Source: an optimization exercise on an open RTL-to-GDS flow (aim: small area). Production flows keep margins and buffers that such runs may drop.
Only simulation tests tie the RTL to the original design; equivalence was not proved.

==> run Y <==
==> flow/design.v (excerpt) <==
module ir_volume(clk, rst, ir_in, gtick, att_ack, att_sel_n, att_valid, att_byte, tens_we, ones_we, seg_tens, seg_ones);
  input clk;
  wire clk;
  input rst;
  wire rst;
  input ir_in;
  wire ir_in;
  input gtick;
  wire gtick;
  input att_ack;
  wire att_ack;
  output att_sel_n;
  wire att_sel_n;
  output att_valid;
  wire att_valid;
  output [7:0] att_byte;
  wire [7:0] att_byte;
  output tens_we;
  wire tens_we;
  output ones_we;
  wire ones_we;
  output [7:0] seg_tens;
  wire [7:0] seg_tens;
  output [7:0] seg_ones;
  wire [7:0] seg_ones;
  wire [1:0] _0000_;
  wire _0001_;
  wire _0002_;
  wire _0003_;
  wire _0004_;
  wire _0005_;
  wire _0006_;
  wire _0007_;
  wire _0008_;
  wire _0009_;
  wire _0010_;
  wire _0011_;
  wire _0012_;
  wire _0013_;
  wire _0014_;
  wire _0015_;
  wire _0016_;
  wire _0017_;
  wire _0018_;
  wire _0019_;
  wire _0020_;
  wire _0021_;
  wire _0022_;
  wire _0023_;
  wire _0024_;
  wire _0025_;
  wire _0026_;
  wire _0027_;
  wire _0028_;
  wire _0029_;
  wire _0030_;
  wire _0031_;
  wire _0032_;
  wire _0033_;
  wire _0034_;
  wire _0035_;
  wire _0036_;
  wire _0037_;
  wire _0038_;
  wire _0039_;
  wire _0040_;
  wire _0041_;
  wire _0042_;
  ...
clock: 10.0 ns
lec_check: 0
abc_area: 1
cap_margin: 20
core_margin: 2
core_utilization: 65
slew_margin: 20
standard.sh (not shown) runs the stock make flow with config.mk's settings and CLKGATE_MAP_FILE= SYNTH_SCRIPT=/design/flow/synth_recipe.tcl, a recipe that flattens the netlist after the stock synthesis.
==> flow/flow/run.sh <==
#!/bin/bash
# The standard layout (standard.sh) with these changes:
#  - synthesis maps the logic with ABC for area only (flow/area.abc) instead of
#    ORFS's delay-bounded mapping, buffering and sizing, and leaves adders to
#    ABC (no separate half/full adder cells); everything else in the
#    synthesis script (registers, names, flattening) is the standard flow's own;
#  - every input and output port gets the smallest buffer (buf_1);
#  - clock tree: clkbuf_8 buffers only, no dummy loads.
set -euo pipefail
here=$(pwd)
# synthesis script: the standard flow's, with the ABC call given flow/area.abc as its script
{
  head -n 1 synth_recipe.tcl
  cat <<EOT
proc abc {args} {
  set i [lsearch -exact \$args -script]
  if { \$i >= 0 } { set args [lreplace \$args \$i [expr {\$i + 1}] -script $here/flow/area.abc] }
  yosys abc {*}\$args
}
EOT
  tail -n +2 synth_recipe.tcl
} > area_synth.tcl
sed "s#SYNTH_SCRIPT=[^ ]*synth_recipe.tcl#SYNTH_SCRIPT=$here/area_synth.tcl ADDER_MAP_FILE=#" standard.sh > area_standard.sh
grep -q "SYNTH_SCRIPT=$here/area_synth.tcl ADDER_MAP_FILE=" area_standard.sh
export BUFFER_PORTS_ARGS="-buffer_cell sky130_fd_sc_hd__buf_1"
export CTS_ARGS="-sink_clustering_enable -repair_clock_nets -buf_list sky130_fd_sc_hd__clkbuf_8 -dont_use_dummy_load"
bash area_standard.sh > standard.log 2>&1
==> flow/flow/area.abc <==
strash
dch -f
amap
topo
==> inputs of run D, as changes to run Y <==
Settings changed: CORE_UTILIZATION 65 to 80.
==> qor summary <==
|  | run Y | run D |
|---|---|---|
| Outcome | finished clean | stopped before the end |
| Failing step | - | 3_1_place_gp_skip_io |
| Die Span Y | 77.18 um | 69.96 um |
| Die extent in x | 77.18 um | 69.96 um |
| Mux share of post-synthesis cell area | 0% | 0% |
| Top cell type's share of synthesized area | 32.21% | 32.21% |
| Mean post-synth cell area | 6.772 sq um | 6.772 sq um |
| Adder and majority cell fraction of the synthesized area | 0% | 0% |
| Simple-Gate Fraction of Synth Area | 28.00% | 28.00% |
| Async set or reset register ratio after synthesis | 0% | 0% |
| Post-Synth XOR/XNOR Area | 0% | 0% |
| Compound-cell area share of the yosys netlist | 31.81% | 31.81% |
| Site Rows | 26 | 23 |
| Initial Util | 67.72% | 85.18% |
| Gate count of the mapped netlist | 514 | 514 |
| Number of warnings issued by yosys | 1 | 1 |
| Dominant cell type by area after synthesis | sky130_fd_sc_hd__dfxtp_1 | sky130_fd_sc_hd__dfxtp_1 |
| Main synth FF type | sky130_fd_sc_hd__dfxtp_1 | sky130_fd_sc_hd__dfxtp_1 |
| Synthesized flop and latch total | 56 | 56 |
| Post-synth EDFFs | 0 | 0 |
| Most common cell in the netlist | sky130_fd_sc_hd__nor2_1 | sky130_fd_sc_hd__nor2_1 |
| Distinct cells, synth | 46 | 46 |

---

==> v23: inputs <==
Another version of the RTL of ir_volume (not shown whole).
export LEC_CHECK = 0
export ABC_AREA = 1
export CAP_MARGIN = 20
export CORE_MARGIN = 2
export CORE_UTILIZATION = 65
export SLEW_MARGIN = 20
create_clock -name core_clock -period 10.0 [get_ports {clk}]
Scripts as last shown in full above: flow/flow/run.sh, flow/flow/area.abc
==> v25 (differences from v23) <==
--- a/flow/config.mk
+++ b/flow/config.mk
@@ -8,5 +8,5 @@
 export ABC_AREA = 1
 export CAP_MARGIN = 20
 export CORE_MARGIN = 2
-export CORE_UTILIZATION = 65
+export CORE_UTILIZATION = 72
 export SLEW_MARGIN = 20
==> impl_metrics.tcl <==
set metrics [dict create \
    status "complete, no violations" \
    die_h_um 76.6 \
    placed_cell_area_um2 3640 \
    p_switching_uw 277 \
    p_seq_uw 295 \
    drt_iter0_drc 644 \
    period_share_pct 75.7 \
    cp_max_fo 15 \
    seqPwrFrac_pct 44.4 \
    ff2ff_setup_slack_ns 6.07 \
    wl_um 10100 \
    buf_share_pct 3.84 \
    peakVddDrop_mv 0.194 \
    die_area_um2 5860 \
    crit_buf_inv 6 \
]
# the run above: v23

==> impl_metrics.tcl <==
set metrics [dict create \
    drt_iter0_drc 732 \
    ff2ff_setup_slack_ns 6.02 \
    placed_cell_area_um2 3610 \
    buf_share_pct 3.47 \
    period_share_pct 78.7 \
    yosys-top-cells-count "nor2_1 (124), clkinv_1 (70), dfxtp_1 (56), nand2_1 (48), o21ai_0 (37)" \
    die_area_um2 5320 \
    die_h_um 72.9 \
    crit_buf_inv 7 \
    p_switching_uw 280 \
    p_seq_uw 294 \
    cp_max_fo 8 \
    status "complete, no violations" \
    p_comb_uw 256 \
]
# the run above: v25

[port drivers added, routing unchanged]
The results above use ideal ports. As a check the final layouts listed here were re-extracted and re-timed, cells and wires unchanged. Step 1 assumes that a clkbuf_16 drives the clock port and a buf_2 every other input. Step 2 also shifts input and output timing later by t, the mid clock arrival at the registers, as if the neighbouring blocks saw the same clock. a / b / c = ideal ports / drivers / drivers and shift; a / b = the first two.
run	t, ns	slack for setup (ns)	worst setup path at the end	worst register clock-pin slew, ns	worst data-port slew with drivers (ns)
run Y	0.328	1.707 / 1.676 / 2.004	register to output	0.10 / 0.10	0.04
v23	0.333	2.432 / 2.403 / 2.735	register to output	0.10 / 0.10	0.03
v25	0.339	2.127 / 2.097 / 2.436	register to output	0.10 / 0.10	0.03
After both steps every run listed still meets setup and hold.
